What follows belongs to an exercise in optimizing a design on an open flow for small area, a short achievable clock period and few clock cycles per item; a production flow would make more cautious choices. Only simulation tests tie the RTL to the original design; equivalence was not proved. No activity file was given, so power comes from the tool's default toggle rates.

==> design.v <==
module dlink_rx #(
    parameter MAX_PAYLOAD = 4096,
    parameter DEF_W       = 8,
    parameter DEF_H       = 8,
    parameter DEF_FMT     = 0
) (
    input  wire        clk,
    input  wire        rst,
    input  wire        in_valid,
    input  wire [7:0]  in_data,
    output wire        in_ready,
    output reg         fb_we,
    output wire [15:0] fb_addr,
    output reg  [7:0]  fb_wdata,
    output reg  [7:0]  fb_wmask,
    output reg         err_valid,
    output reg  [2:0]  err_code,
    output reg         ntf_params,
    output reg         ntf_frame,
    output reg         ss_enabled,
    output reg  [15:0] ss_width,
    output reg  [15:0] ss_height,
    output reg  [2:0]  ss_fmt,
    output reg  [1:0]  ss_rot,
    output reg  [7:0]  ss_indev,
    output reg  [15:0] drop_count
);
    localparam [2:0] E_LENGTH = 3'd2, E_WINDOW = 3'd3, E_FORMAT = 3'd4,
                     E_SHORT  = 3'd5, E_INIT   = 3'd6, E_POINT  = 3'd7;
    localparam [1:0] S_SEEK = 2'd0, S_HDR = 2'd1, S_PAY = 2'd2, S_EXEC = 2'd3;
    localparam [3:0] X_IDLE = 4'd0, X_COL = 4'd1, X_Y   = 4'd2, X_YD  = 4'd3,
                     X_H    = 4'd4, X_PW  = 4'd5, X_INIT = 4'd6, X_ROW = 4'd7,
                     X_CAP  = 4'd8, X_FIN = 4'd9;
    reg [1:0]  st;
    reg        rdy;
    reg        have_aa;
    reg [2:0]  hcnt;
    reg        pk;             
    reg        lbad, lzero;
    reg        rsc;            
    reg [1:0]  rj;
    reg        pend_len;       
    reg [1:0]  dpend;          
    reg [7:0]  A [0:7];        
    reg [12:0] rem;
    reg [3:0]  idx;
    reg [2:0]  cmd;            
    reg        fin;            
    reg        win_ok;
    reg        ex1;            
    reg        vok;            
    reg        ibad;
    reg [15:0] stride;
    reg [15:0] wf;             
    reg [15:0] we_;            
    reg [15:0] nrs;            
    reg [15:0] cursor;
    reg [15:0] col;            
    reg [15:0] wreg;           
    reg [1:0]  phase;          
    reg [3:0]  xs;
    reg [16:0] T;              
    reg [16:0] m;
    reg [15:0] Q;
    reg        ql;             
    reg        ovf, movf, cinf;
    reg [1:0]  pw;             
    assign fb_addr  = T[15:0];
    assign in_ready = rdy;
    wire       pkd  = (ss_fmt == 3'd2) || (ss_fmt == 3'd3);
    wire [1:0] bsel = (ss_fmt == 3'd0) ? 2'd2 : (ss_fmt == 3'd1) ? 2'd3 : 2'd1;
    wire [15:0] a_x = {A[1], A[0]};
    wire [15:0] a_y = {A[3], A[2]};
    wire [15:0] a_w = {A[5], A[4]};
    wire [15:0] a_h = {A[7], A[6]};
    wire       i_pkd = (A[4] == 8'd2) || (A[4] == 8'd3);
    wire [1:0] i_b   = (A[4] == 8'd0) ? 2'd2 : (A[4] == 8'd1) ? 2'd3 : 2'd1;
    wire       take      = in_valid && rdy;
    wire       have_byte = rsc || take;
    wire [7:0] b         = rsc ? A[{1'b1, rj}] : in_data;
    wire        is_pt  = (cmd == 3'd5);
    wire [15:0] v_w    = is_pt ? 16'd1 : a_w;
    wire [15:0] v_h    = is_pt ? 16'd1 : a_h;
    wire [16:0] sx     = {1'b0, a_x} + {1'b0, v_w};
    wire [16:0] sy     = {1'b0, a_y} + {1'b0, v_h};
    wire        v_ok   = (v_w != 16'd0) && (v_h != 16'd0) &&
                         (sx <= {1'b0, ss_width}) && (sy <= {1'b0, ss_height}) &&
                         (!pkd || is_pt || (a_x[2:0] == 3'd0 &&
                                            (a_w[2:0] == 3'd0 || sx == {1'b0, ss_width})));
    wire        q_add  = Q[0];
    wire [17:0] t_sum  = {1'b0, T} + (q_add ? {1'b0, m} : 18'd0) + {17'd0, cinf};
    wire        step   = (xs == X_COL) || (xs == X_Y) || (xs == X_H) || (xs == X_PW) ||
                         (xs == X_ROW) || (xs == X_CAP);
    wire        y_done = ((xs == X_Y) && ql) || (xs == X_YD);
    wire        go     = (st == S_EXEC) && !ex1 && vok;
    wire        pix_end  = pkd || (phase == bsel - 2'd1);
    wire        row_end  = pkd ? (col[15:4] == 12'd0 && !(col[3] && col[2:0] != 3'd0))
                               : (col == 16'd1 && pix_end);
    wire        last_row = (nrs == we_);
    wire [15:0] nrs_in   = (st != S_PAY || last_row) ? wf : nrs;
    wire [15:0] nrs_sum  = nrs_in + stride;
    wire        wr_data = (cmd == 3'd3) || (cmd == 3'd4 && idx[3] && win_ok);
    wire        last    = (rem == 13'd1);
    wire        kill    = (st == S_PAY) && take && last && idx < 4'd7 &&
                          (cmd == 3'd2 || cmd == 3'd4 || cmd == 3'd5);
    integer i;
    always @(posedge clk) begin
        fb_we      <= 1'b0;
        err_valid  <= 1'b0;
        ntf_params <= 1'b0;
        ntf_frame  <= 1'b0;
        drop_count <= drop_count + {14'd0, dpend};
        dpend      <= 2'd0;
        vok        <= v_ok;
        ex1        <= 1'b0;
        if (step) begin
            T    <= t_sum[16:0];
            ovf  <= ovf | t_sum[17] | (q_add & movf);
            m    <= {m[15:0], 1'b0};
            movf <= movf | m[16];
            Q    <= {1'b0, Q[15:1]};
            ql   <= (Q[15:2] == 14'd0);
            cinf <= 1'b0;
        end
        if (rst) begin
            st         <= S_SEEK;
            rdy        <= 1'b1;
            have_aa    <= 1'b0;
            hcnt       <= 3'd0;
            pk         <= 1'b0;
            rsc        <= 1'b0;
            pend_len   <= 1'b0;
            dpend      <= 2'd0;
            xs         <= X_IDLE;
            ss_enabled <= 1'b0;
            ss_width   <= DEF_W;
            ss_height  <= DEF_H;
            ss_fmt     <= DEF_FMT;
            ss_rot     <= 2'd0;
            ss_indev   <= 8'd0;
            drop_count <= 16'd0;
        end else begin
            if (rsc) begin
                rj <= rj + 2'd1;
                if (rj == 2'd3) begin
                    rsc <= 1'b0;
                    rdy <= 1'b1;
                end
            end
            if (take && pend_len) begin
                pend_len  <= 1'b0;
                err_valid <= 1'b1;
                err_code  <= E_LENGTH;
            end
            case (st)
            S_SEEK: if (have_byte) begin
                if (have_aa && b == 8'h55) begin
                    have_aa <= 1'b0;
                    hcnt    <= 3'd0;
                    st      <= S_HDR;
                end else if (b == 8'hAA) begin
                    dpend   <= {1'b0, have_aa};
                    have_aa <= 1'b1;
                end else begin
                    dpend   <= have_aa ? 2'd2 : 2'd1;
                    have_aa <= 1'b0;
                end
            end
            S_HDR: begin
                if (hcnt != 3'd4) begin
                    if (have_byte) begin
                        A[{1'b1, hcnt[1:0]}] <= b;
                        hcnt <= hcnt + 3'd1;
                        if (hcnt == 3'd3) rdy <= 1'b0;
                    end
                end else if (!pk) begin
                    if (in_valid) begin
                        pk    <= 1'b1;
                        lbad  <= (in_data != 8'd0) || (A[7] != 8'd0) || (A[6] > 8'd16) ||
                                 (A[6] == 8'd16 && A[5] != 8'd0);
                        lzero <= (in_data == 8'd0) && (A[7] == 8'd0) && (A[6] == 8'd0) &&
                                 (A[5] == 8'd0);
                        rdy   <= !((in_data != 8'd0) || (A[7] != 8'd0) || (A[6] > 8'd16) ||
                                   (A[6] == 8'd16 && A[5] != 8'd0));
                    end
                end else if (lbad) begin
                    pk       <= 1'b0;
                    pend_len <= 1'b1;
                    rsc      <= 1'b1;
                    rj       <= 2'd0;
                    st       <= S_SEEK;
                end else if (take) begin
                    pk   <= 1'b0;
                    rem  <= {A[6][4:0], A[5]};
                    idx  <= 4'd0;
                    cmd  <= 3'd0;
                    if (A[4] == 8'h01 || (ss_enabled && A[4] >= 8'h02 && A[4] <= 8'h05))
                        cmd <= A[4][2:0];
                    if (lzero) begin
                        st <= S_SEEK;
                        if (A[4] == 8'h01) begin
                            err_valid <= 1'b1;
                            err_code  <= E_SHORT;
                        end else if (ss_enabled && A[4] == 8'h03) begin
                            ntf_frame <= 1'b1;
                        end else if (ss_enabled && (A[4] == 8'h02 || A[4] == 8'h04 || A[4] == 8'h05)) begin
                            err_valid <= 1'b1;
                            err_code  <= E_SHORT;
                        end
                    end else
                        st <= S_PAY;
                end
            end
            S_PAY: if (take) begin
                rem <= rem - 13'd1;
                if (!idx[3]) begin
                    idx        <= idx + 4'd1;
                    A[idx[2:0]] <= b;
                end
                if (wr_data) begin
                    fb_we    <= 1'b1;
                    T[15:0]  <= cursor;
                    fb_wdata <= b;
                    fb_wmask <= 8'hFF;
                    if (row_end) begin
                        cursor <= last_row ? wf : nrs;
                        nrs    <= nrs_sum;
                        col    <= wreg;
                        phase  <= 2'd0;
                    end else begin
                        cursor <= cursor + 16'd1;
                        if (pix_end) begin
                            phase <= 2'd0;
                            col   <= col - (pkd ? 16'd8 : 16'd1);
                        end else
                            phase <= phase + 2'd1;
                    end
                end
                if (idx == 4'd3 && (cmd == 3'd2 || cmd == 3'd4 || cmd == 3'd5)) begin
                    T    <= 17'd0;
                    m    <= pkd ? {4'd0, a_x[15:3]} : {1'b0, a_x};
                    Q    <= pkd ? 16'd1 : {14'd0, bsel};
                    ql   <= pkd || bsel == 2'd1;
                    cinf <= 1'b0;
                    xs   <= X_COL;
                end
                if (cmd == 3'd4 && idx == 4'd7) begin
                    fin <= last;
                    ex1 <= 1'b1;
                    rdy <= 1'b0;
                    st  <= S_EXEC;
                end else if (last) begin
                    st <= S_SEEK;
                    case (cmd)
                    3'd1: if (idx < 4'd6) begin
                              err_valid <= 1'b1;
                              err_code  <= E_SHORT;
                          end else begin
                              xs  <= X_INIT;
                              rdy <= 1'b0;
                              st  <= S_EXEC;
                          end
                    3'd2, 3'd5:
                          if (idx < 4'd7) begin
                              err_valid <= 1'b1;
                              err_code  <= E_SHORT;
                          end else begin
                              ex1 <= 1'b1;
                              rdy <= 1'b0;
                              st  <= S_EXEC;
                          end
                    3'd3: ntf_frame <= 1'b1;
                    3'd4: if (idx < 4'd7) begin
                              err_valid <= 1'b1;
                              err_code  <= E_SHORT;
                          end else if (win_ok)
                              ntf_frame <= 1'b1;
                          else begin
                              err_valid <= 1'b1;
                              err_code  <= E_WINDOW;
                          end
                    default: ;
                    endcase
                end
            end
            default: ;
            endcase
            case (xs)
            X_COL: if (ql) begin
                m  <= {1'b0, stride};
                Q  <= a_y;
                ql <= (a_y[15:1] == 15'd0);
                xs <= X_Y;
            end
            X_Y, X_YD: if (y_done) begin
                xs <= X_YD;
                if (go) begin
                    if (is_pt) begin
                        fb_we    <= 1'b1;
                        fb_wdata <= pkd ? {8{A[4][0]}} : A[4];
                        fb_wmask <= pkd ? (8'h80 >> A[0][2:0]) : 8'hFF;
                        pw       <= bsel - 2'd1;
                        cinf     <= 1'b1;
                        if (pkd || bsel == 2'd1) begin
                            ntf_frame <= 1'b1;
                            xs        <= X_IDLE;
                            rdy       <= 1'b1;
                            st        <= S_SEEK;
                        end else
                            xs <= X_PW;
                    end else begin
                        wf     <= t_sum[15:0];
                        cursor <= t_sum[15:0];
                        m      <= {1'b0, stride};
                        Q      <= a_h;
                        ql     <= (a_h[15:1] == 15'd0);
                        xs     <= X_H;
                    end
                end
            end
            X_H: begin
                nrs <= nrs_sum;
                if (ql) begin
                    we_    <= t_sum[15:0];
                    col    <= a_w;
                    wreg   <= a_w;
                    phase  <= 2'd0;
                    win_ok <= 1'b1;
                    xs     <= X_IDLE;
                    rdy    <= 1'b1;
                    if (cmd == 3'd4 && !fin)
                        st <= S_PAY;
                    else begin
                        st <= S_SEEK;
                        if (cmd == 3'd4) ntf_frame <= 1'b1;
                    end
                end
            end
            X_PW: begin
                fb_we    <= 1'b1;
                fb_wdata <= A[5];
                A[5]     <= A[6];
                pw       <= pw - 2'd1;
                cinf     <= 1'b1;
                if (pw == 2'd1) begin
                    ntf_frame <= 1'b1;
                    xs        <= X_IDLE;
                    rdy       <= 1'b1;
                    st        <= S_SEEK;
                end
            end
            X_INIT: begin
                if (A[4] > 8'd4) begin
                    err_valid  <= 1'b1;
                    err_code   <= E_FORMAT;
                    ss_enabled <= 1'b0;
                    ntf_params <= 1'b1;
                    xs         <= X_IDLE;
                    rdy        <= 1'b1;
                    st         <= S_SEEK;
                end else if (A[5] > 8'd3 || a_x == 16'd0 || a_y == 16'd0) begin
                    err_valid  <= 1'b1;
                    err_code   <= E_INIT;
                    ss_enabled <= 1'b0;
                    ntf_params <= 1'b1;
                    xs         <= X_IDLE;
                    rdy        <= 1'b1;
                    st         <= S_SEEK;
                end else begin
                    T    <= 17'd0;
                    m    <= i_pkd ? {4'd0, a_x[15:3]} : {1'b0, a_x};
                    Q    <= i_pkd ? 16'd1 : {14'd0, i_b};
                    ql   <= i_pkd || i_b == 2'd1;
                    cinf <= i_pkd && (a_x[2:0] != 3'd0);
                    ovf  <= 1'b0;
                    movf <= 1'b0;
                    wf   <= 16'd0;
                    xs   <= X_ROW;
                end
            end
            X_ROW: if (ql) begin
                stride <= t_sum[15:0];
                T      <= 17'd0;
                m      <= t_sum[16:0];
                movf   <= t_sum[17];
                Q      <= a_y;
                ql     <= (a_y[15:1] == 15'd0);
                xs     <= X_CAP;
            end
            X_CAP: begin
                nrs <= nrs_sum;
                if (ql) begin
                    ibad <= ovf || t_sum[17] || (q_add && movf) ||
                            (t_sum[16] && t_sum[15:0] != 16'd0);
                    we_  <= t_sum[15:0];
                    xs   <= X_FIN;
                end
            end
            X_FIN: begin
                ntf_params <= 1'b1;
                xs         <= X_IDLE;
                rdy        <= 1'b1;
                st         <= S_SEEK;
                if (ibad) begin
                    err_valid  <= 1'b1;
                    err_code   <= E_INIT;
                    ss_enabled <= 1'b0;
                end else begin
                    ss_enabled <= 1'b1;
                    ss_width   <= a_x;
                    ss_height  <= a_y;
                    ss_fmt     <= A[4][2:0];
                    ss_rot     <= A[5][1:0];
                    ss_indev   <= A[6];
                    cursor     <= 16'd0;
                    col        <= a_x;
                    wreg       <= a_x;
                    phase      <= 2'd0;
                end
            end
            default: ;
            endcase
            if (kill)
                xs <= X_IDLE;
            if (st == S_EXEC && !ex1 && !vok && cmd != 3'd1) begin
                xs     <= X_IDLE;
                win_ok <= 1'b0;
                rdy    <= 1'b1;
                if (cmd == 3'd4 && !fin)
                    st <= S_PAY;
                else begin
                    st        <= S_SEEK;
                    err_valid <= 1'b1;
                    err_code  <= is_pt ? E_POINT : E_WINDOW;
                end
            end
        end
    end
endmodule
==> run.sh <==
#!/bin/bash
# synth_recipe.tcl (not shown) runs the flow's synth.tcl, then flattens the netlist and writes it again
# the make line also repeats each setting of config.mk as NAME=value (left out here)
make -C /OpenROAD-flow-scripts/flow DESIGN_CONFIG=/design/flow/config.mk WORK_HOME=/design/flow/orfs CLKGATE_MAP_FILE= SYNTH_SCRIPT=/design/flow/synth_recipe.tcl finish
==> config.mk <==
export PLATFORM = sky130hd
export DESIGN_NAME = dlink_rx
export DESIGN_NICKNAME = dlink_rx
export VERILOG_FILES = /design/flow/design.v
export SDC_FILE = /design/flow/constraint.sdc
export NUM_CORES = 4
export LEC_CHECK = 0
export ABC_CLOCK_PERIOD_IN_PS = 3000
export CAP_MARGIN = 20
export CORE_MARGIN = 2
export CORE_UTILIZATION = 40
export SLEW_MARGIN = 20
==> constraint.sdc <==
create_clock -name core_clock -period 12.0 [get_ports {clk}]
set_input_delay 2.4000 -clock core_clock [delete_from_list [all_inputs] [get_ports {clk}]]
set_output_delay 2.4000 -clock core_clock [all_outputs]
set_load 0.01 [all_outputs]
==> impl_metrics.tcl, run 1 <==
set metrics [dict create \
    n_antenna_cell 0 \
    cts_sinks 366 \
    clkLatencyLatePin_ps 590 \
    antenna_found_initial 0 \
    critical_path_class "flop to flop" \
    p_int_uw 2250 \
    wl_per_cell_um 24.1 \
    overflow 0 \
    dp_hpwl_um 59200 \
    path_max_fanout 40 \
    fin_nets 2696 \
    initial_utilization 0.405 \
    rrSetupSlack_ps 6080 \
    dr.pass1.iters 8 \
    area_growth_pct 14.9 \
    crit_required_ps 12490 \
    timing.rr.end "vok" \
    final-setup-viol-count 0 \
    clockBufferDepth 3 \
    dp_slack_ps 6250 \
    postSynthCellCount 2504 \
    rsz0062_at_grt "false" \
    ys_warn_count 1 \
    grt_first_pass_wirelength_um 122000 \
    largest_reg_flops 64 \
    final_max_slew_viol_count 0 \
    tns_ps 0 \
    clkTransAtPathRegs_ps 60 \
    seq_area_frac_synth 0.420 \
    cts_tree "done" \
    skew_ps 19.7 \
    ant_nets 0 \
    pwr-share-seq 0.467 \
    p_comb_frac 0.050 \
    power_switching_share 0.236 \
    drt_iter0_drc 2512 \
    cts_hold_buf 0 \
    finalCriticalPeriod_ps 5920 \
    postSynthAreaPerCell_um2 9.12 \
    port_buffers 112 \
    hold_path_startpoint "ss_indev[2]" \
    max_clock_freq_ghz 0.169 \
    ys_seq_elements 366 \
    dieWidth_um 243 \
    synth-async-reset-ratio 0 \
    crit_path_start_kind "flop" \
    fill_cells 5441 \
    period_share 0.493 \
    ys_types 91 \
    rows 87 \
    fin_util 0.465 \
    via_per_inst 6.06 \
    worst-slew-pin-transition_ps 983 \
    hold_viol_final 0 \
    min_path_cells 2 \
    largest-register "A" \
    synth_edf_count 226 \
    remaining_drc_errors 0 \
    die_area_mm2 0.0590 \
    vias 20300 \
    largestRegisters "A x64, T x17, m x17" \
    core_area_mm2 0.0564 \
    whs_endpoint "ss_indev[2]" \
    critPathArrivalTime_ps 6410 \
    p_per_area_mw_per_mm2 112 \
    numCtsBuffers 43 \
    place.gp.congestion 0.993 \
    cts_setup_buffers 0 \
    ios 113 \
    cts_root_buf "clkbuf_16" \
    critPathCaptureType "flop" \
    setup_ws_ps 6080 \
    slew_headroom 0.342 \
    cap_violations 0 \
    p_clk_frac 0.484 \
    p_leak_uw 0.00928 \
    grt_max_degree 65 \
    peakVddDrop_mv 0.0943 \
    status "no timing/DRC/antenna violations" \
    synthFlopType "edfxtp_1" \
    switchingPower_uw 695 \
    r2r_cells 24 \
    drt-total-wl_um 81000 \
    syn_nets 2635 \
    htree_levels 2 \
    final_layout_size_suffix_gt1_frac 0.0815 \
    cts_resized 0 \
    fp.dieH_um 243 \
    synth_area_mm2 0.0228 \
    grt_pass1_vias 19700 \
    timing.rr.start "cmd[0]" \
    track_usage 0.267 \
    hp-class "flop to flop" \
]
-- kinds of logic after synthesis --
group	after synthesis	share of synthesized area
fa+ha+maj	121	0.0682
simple gates	900	0.186
xor+xnor	96	0.0368
flops	366	0.420
mux	129	0.0632
buf+inv	253	0.0453
compound gates	639	0.180
-- critical path, cell delays in order, from the launching register on --
cell       delay, ps
edfxtp_1         520
nor2b_1          210
nand2_1           70
buf_4            350
nand2b_1         110
ha_1             230
fa_1             410
a21o_1           200
a21oi_1          220
nor2b_1           90
o41ai_1          420
o21ai_0          250
o211ai_1         320
nand2b_1          90
a21oi_1          190
xnor2_1           90
ha_1             310
nand4_1          100
nor4_1           390
o21ai_0          180
nand2_1          140
o221ai_1         120
a2111oi_0        490
o211ai_1         150
nor3_1           160
-- power by group through the flow --
stage | logic, µW | registers, µW | clock network, µW
after floorplan | 88.8 | 1390 | 0
after global placement | 141 | 1400 | 0
after detailed placement | 143 | 1400 | 0
after CTS | 144 | 1370 | 1440
after global routing | 158 | 1380 | 1480
final | 147 | 1370 | 1420
-- worst max path at each step --
stage | start | to | cells after the start
final | cmd[0] | vok | 24
after global routing | cmd[0] | vok | 24
after CTS | cmd[0] | vok | 24
after detailed placement | cmd[0] | vok | 24
after global placement | cmd[0] | vok | 24
after floorplan | cmd[0] | vok | 26
-- layout by cell type (no fill, tap or decap), types with 27 or more instances in the layout --
cell type        instances
xnor2_1                 59
nor2b_1                 28
xor2_1                  37
ha_1                   114
clkbuf_16               44
o21ai_0                113
o22ai_1                 35
clkdlybuf4s50_1        111
nand3_1                 48
and2_1                  62
edfxtp_1               226
mux2_2                  41
inv_1                  107
nand2_1                286
nor4_1                  32
dfxtp_1                140
mux2i_1                 80
nor2_1                 252
buf_4                   49
o221ai_1                31
nand2b_1                27
nor3_1                  46
a21oi_1                219
-- layer usage --
layer	up-vias	GRT usage	routed length [µm]
li1	9299	-	-
met1	9717	0.356	33100
met2	1108	0.427	36800
met3	214	0.0440	7210
met4	0	0.119	3890
met5	-	0	0
-- synthesized netlist by cell type, types with 31 or more instances --
| cell | instances | area share |
|---|---|---|
| edfxtp_1 | 226 | 0.30 |
| xor2_1 | 37 | 0.014 |
| dfxtp_1 | 140 | 0.12 |
| o21ai_0 | 114 | 0.025 |
| nor4_1 | 35 | 0.0096 |
| and2_1 | 62 | 0.017 |
| nor3_1 | 49 | 0.011 |
| nor2_1 | 252 | 0.041 |
| ha_1 | 114 | 0.062 |
| nand3_1 | 48 | 0.011 |
| inv_1 | 108 | 0.018 |
| a21oi_1 | 220 | 0.048 |
| clkbuf_1 | 97 | 0.016 |
| o221ai_1 | 31 | 0.012 |
| mux2i_1 | 80 | 0.035 |
| nand2_1 | 288 | 0.047 |
| o22ai_1 | 35 | 0.0096 |
| mux2_2 | 41 | 0.020 |
| xnor2_1 | 59 | 0.023 |
-- cell type report --
cell class | count | area [µm²] | area share
flip-flops and latches | 366 | 9590 | 0.366
clock inverters | 31 | 384 | 0.0146
multi-input cells | 1885 | 12300 | 0.468
clock buffers | 49 | 1140 | 0.0435
inverters | 109 | 409 | 0.0156
repair buffers | 160 | 1480 | 0.0564
well taps | 756 | 946 | 0.0361
-- through the flow --
step / instances / instance area (µm²) / hold WS [ps] / power [µW]
6_report: 3356 / 26200 / 467 / 2950
5_1_grt: 3356 / 26200 / 498 / 3020
4_1_cts: 3356 / 26200 / 465 / 2960
3_5_place_dp: 3276 / 24700 / 450 / 1540
3_3_place_gp: 3276 / 24700 / 450 / 1540
2_1_floorplan: 2504 / 22800 / 449 / 1480
Testbench counts, summed over its fixed seeds: cycles 115,210, bytes 112,114.
==> inputs of run 2 (changes only) <==
--- a/config.mk
+++ b/config.mk
@@ -6,5 +6,4 @@
 export NUM_CORES = 4
 export LEC_CHECK = 0
-export ABC_CLOCK_PERIOD_IN_PS = 3000
 export CAP_MARGIN = 20
 export CORE_MARGIN = 2
==> impl_metrics.tcl, run 2 <==
set metrics [dict create \
    synth.most_common_cell "nand2_1" \
    drt_iter0_drc 2512 \
    critPathArrivalTime_ps 6410 \
    cts_root_buf "clkbuf_16" \
    n_antenna_cell 0 \
    rrSetupSlack_ps 6080 \
    ys_warn_count 1 \
    area_growth_pct 14.9 \
    syn_nets 2635 \
    wl_per_cell_um 24.1 \
    synth-xor-area-share 0.0368 \
    ant_nets 0 \
    hold_viol_final 0 \
    remaining_drc_errors 0 \
    ys_seq_elements 366 \
    critical_path_class "flop to flop" \
    final-setup-viol-count 0 \
    synth_area_mm2 0.0228 \
    peakVddDrop_mv 0.0943 \
    postSynthAreaPerCell_um2 9.12 \
    synthAdderAreaFrac 0.0682 \
    largest-register "A" \
    grt_pass1_vias 19700 \
    htree_levels 2 \
    synth_area_leader_cell "edfxtp_1" \
    timing.rr.end "vok" \
    cts_hold_buf 0 \
    port_buffers 112 \
    status "no timing/DRC/antenna violations" \
    p_per_area_mw_per_mm2 112 \
    fin_util 0.465 \
    use_met3 0.0440 \
    crit_path_start_kind "flop" \
    fin_nets 2696 \
    cts_tree "done" \
    max_clock_freq_ghz 0.169 \
    whs_endpoint "ss_indev[2]" \
    die_area_mm2 0.0590 \
    hold_path_startpoint "ss_indev[2]" \
    grtUsageMet2 0.427 \
    ys_top_cells_by_count "288 x nand2_1, 252 x nor2_1, 226 x edfxtp_1, 220 x a21oi_1, 140 x dfxtp_1" \
    final_common_cell "nand2_1" \
    path_max_fanout 40 \
    synth-simple-area-share 0.186 \
    core_area_mm2 0.0564 \
    period_share 0.493 \
    synth_compound_area_frac 0.180 \
    tns_ps 0 \
    slew_headroom 0.342 \
    skew_ps 19.7 \
    fp.dieH_um 243 \
    dr.pass1.iters 8 \
    critPathCaptureType "flop" \
    timing.rr.start "cmd[0]" \
    ios 113 \
    synth_top_area_share 0.297 \
    dp_hpwl_um 59200 \
    final_cell_mix "286 x nand2_1, 252 x nor2_1, 226 x edfxtp_1" \
    grt_max_degree 65 \
    cts_resized 0 \
    place.gp.congestion 0.993 \
    largestRegisters "A x64, T x17, m x17" \
    cts_setup_buffers 0 \
    synthFlopType "edfxtp_1" \
    postSynthCellCount 2504 \
    hp-class "flop to flop" \
    p_leak_uw 0.00928 \
    min_path_cells 2 \
    synth.area.top_cells "edfxtp_1 30%, dfxtp_1 12%, ha_1 6.2%, a21oi_1 4.8%, nand2_1 4.7%" \
    grt_first_pass_wirelength_um 122000 \
    largest_reg_flops 64 \
    initial_utilization 0.405 \
    antenna_found_initial 0 \
    synth.mux.area_fraction 0.0632 \
    dieWidth_um 243 \
    track_usage 0.267 \
    cts_sinks 366 \
    rsz0062_at_grt "false" \
    finalCriticalPeriod_ps 5920 \
    via_per_inst 6.06 \
    grt_util_met1 0.356 \
    worst-slew-pin-transition_ps 983 \
    ys_types 91 \
    clkLatencyLatePin_ps 590 \
    cap_violations 0 \
    seq_area_frac_synth 0.420 \
    rows 87 \
    synth_top_family_by_area "simple AND/OR/NAND/NOR gates" \
    grt.busiest_layer "met2" \
    r2r_cells 24 \
    vias 20300 \
    drt-total-wl_um 81000 \
    synth-async-reset-ratio 0 \
    clockBufferDepth 3 \
    crit_required_ps 12490 \
    overflow 0 \
    synth_edf_count 226 \
    final_layout_size_suffix_gt1_frac 0.0815 \
    clkTransAtPathRegs_ps 60 \
    numCtsBuffers 43 \
    final_max_slew_viol_count 0 \
]
run 2: cell counts in the layout (fill, tap and decap cells not counted):
Identical to the previous run, type by type.
run 2: cells by family after synthesis:
kind of cell,after synthesis
mux,129
xor+xnor,96
flops,366
compound gates,639
buf+inv,253
fa+ha+maj,121
simple gates,900
run 2: stage by stage:
stage               setup WS [ps]  hold slack (ps)  total power [µW]  cells  area, µm²
CTS                          6140              465              2960   3356      26200
floorplan                    7030              449              1480   2504      22800
detailed placement           6250              450              1540   3276      24700
global placement             6430              450              1540   3276      24700
global route                 5600              498              3020   3356      26200
finish                       6080              467              2950   3356      26200
run 2: cell type report:
type	instances	area (µm²)
Inverter	109	409
Clock buffer	49	1140
Tap cell	756	946
Clock inverter	31	384
Timing Repair Buffer	160	1480
Sequential cell	366	9590
Fill cell	5441	30200
Multi-Input combinational cell	1885	12300
run 2: worst max-delay path by stage:
stage                       from  endpoint  slack [ps]  cells after the start
after CTS                 cmd[0]       vok        6140                     24
after detailed placement  cmd[0]       vok        6250                     24
after global routing      cmd[0]       vok        5600                     24
after global placement    cmd[0]       vok        6430                     24
after floorplan           cmd[0]       vok        7030                     26
final                     cmd[0]       vok        6080                     24
run 2: routing by layer:
metal / routed length [µm] / up-vias
li1: - / 9299
met1: 33100 / 9717
met2: 36800 / 1108
met3: 7210 / 214
met4: 3890 / 0
met5: 0 / -
run 2: power by group:
| group | switching (µW) | internal [µW] | leakage (µW) |
|---|---|---|---|
| logic | 92.0 | 54.8 | 0.00531 |
| clock network | 582 | 842 | 0.000729 |
| registers | 20.5 | 1350 | 0.00324 |
run 2: worst max-delay path, cell delays in order, from the launching register on:
cell,delay [ps]
edfxtp_1,520
nor2b_1,210
nand2_1,70
buf_4,350
nand2b_1,110
ha_1,230
fa_1,410
a21o_1,200
a21oi_1,220
nor2b_1,90
o41ai_1,420
o21ai_0,250
o211ai_1,320
nand2b_1,90
a21oi_1,190
xnor2_1,90
ha_1,310
nand4_1,100
nor4_1,390
o21ai_0,180
nand2_1,140
o221ai_1,120
a2111oi_0,490
o211ai_1,150
nor3_1,160

## re-timing with driven ports
How much do the figures lean on ideal ports? The routed layouts below were timed once more, with nothing changed but the port constraints.
Step 1 assumes that a clkbuf_16 drives the clock port and a buf_2 every other input.
Step 2, shift: input delay + t, output delay - t, t = (earliest + latest rising clock arrival at the registers) / 2. This alone moves slack from input paths to output paths.
a / b / c = ideal / step 1 / step 2; a / b = the first two.
run | shift t [ns] | setup slack, ns | worst setup path at the end
run 1 | 0.641 | 6.078 / 6.078 / 6.078 | register to register
run 2 | 0.641 | 6.078 / 6.078 / 6.078 | register to register
After both steps setup and hold are still met in every run listed.
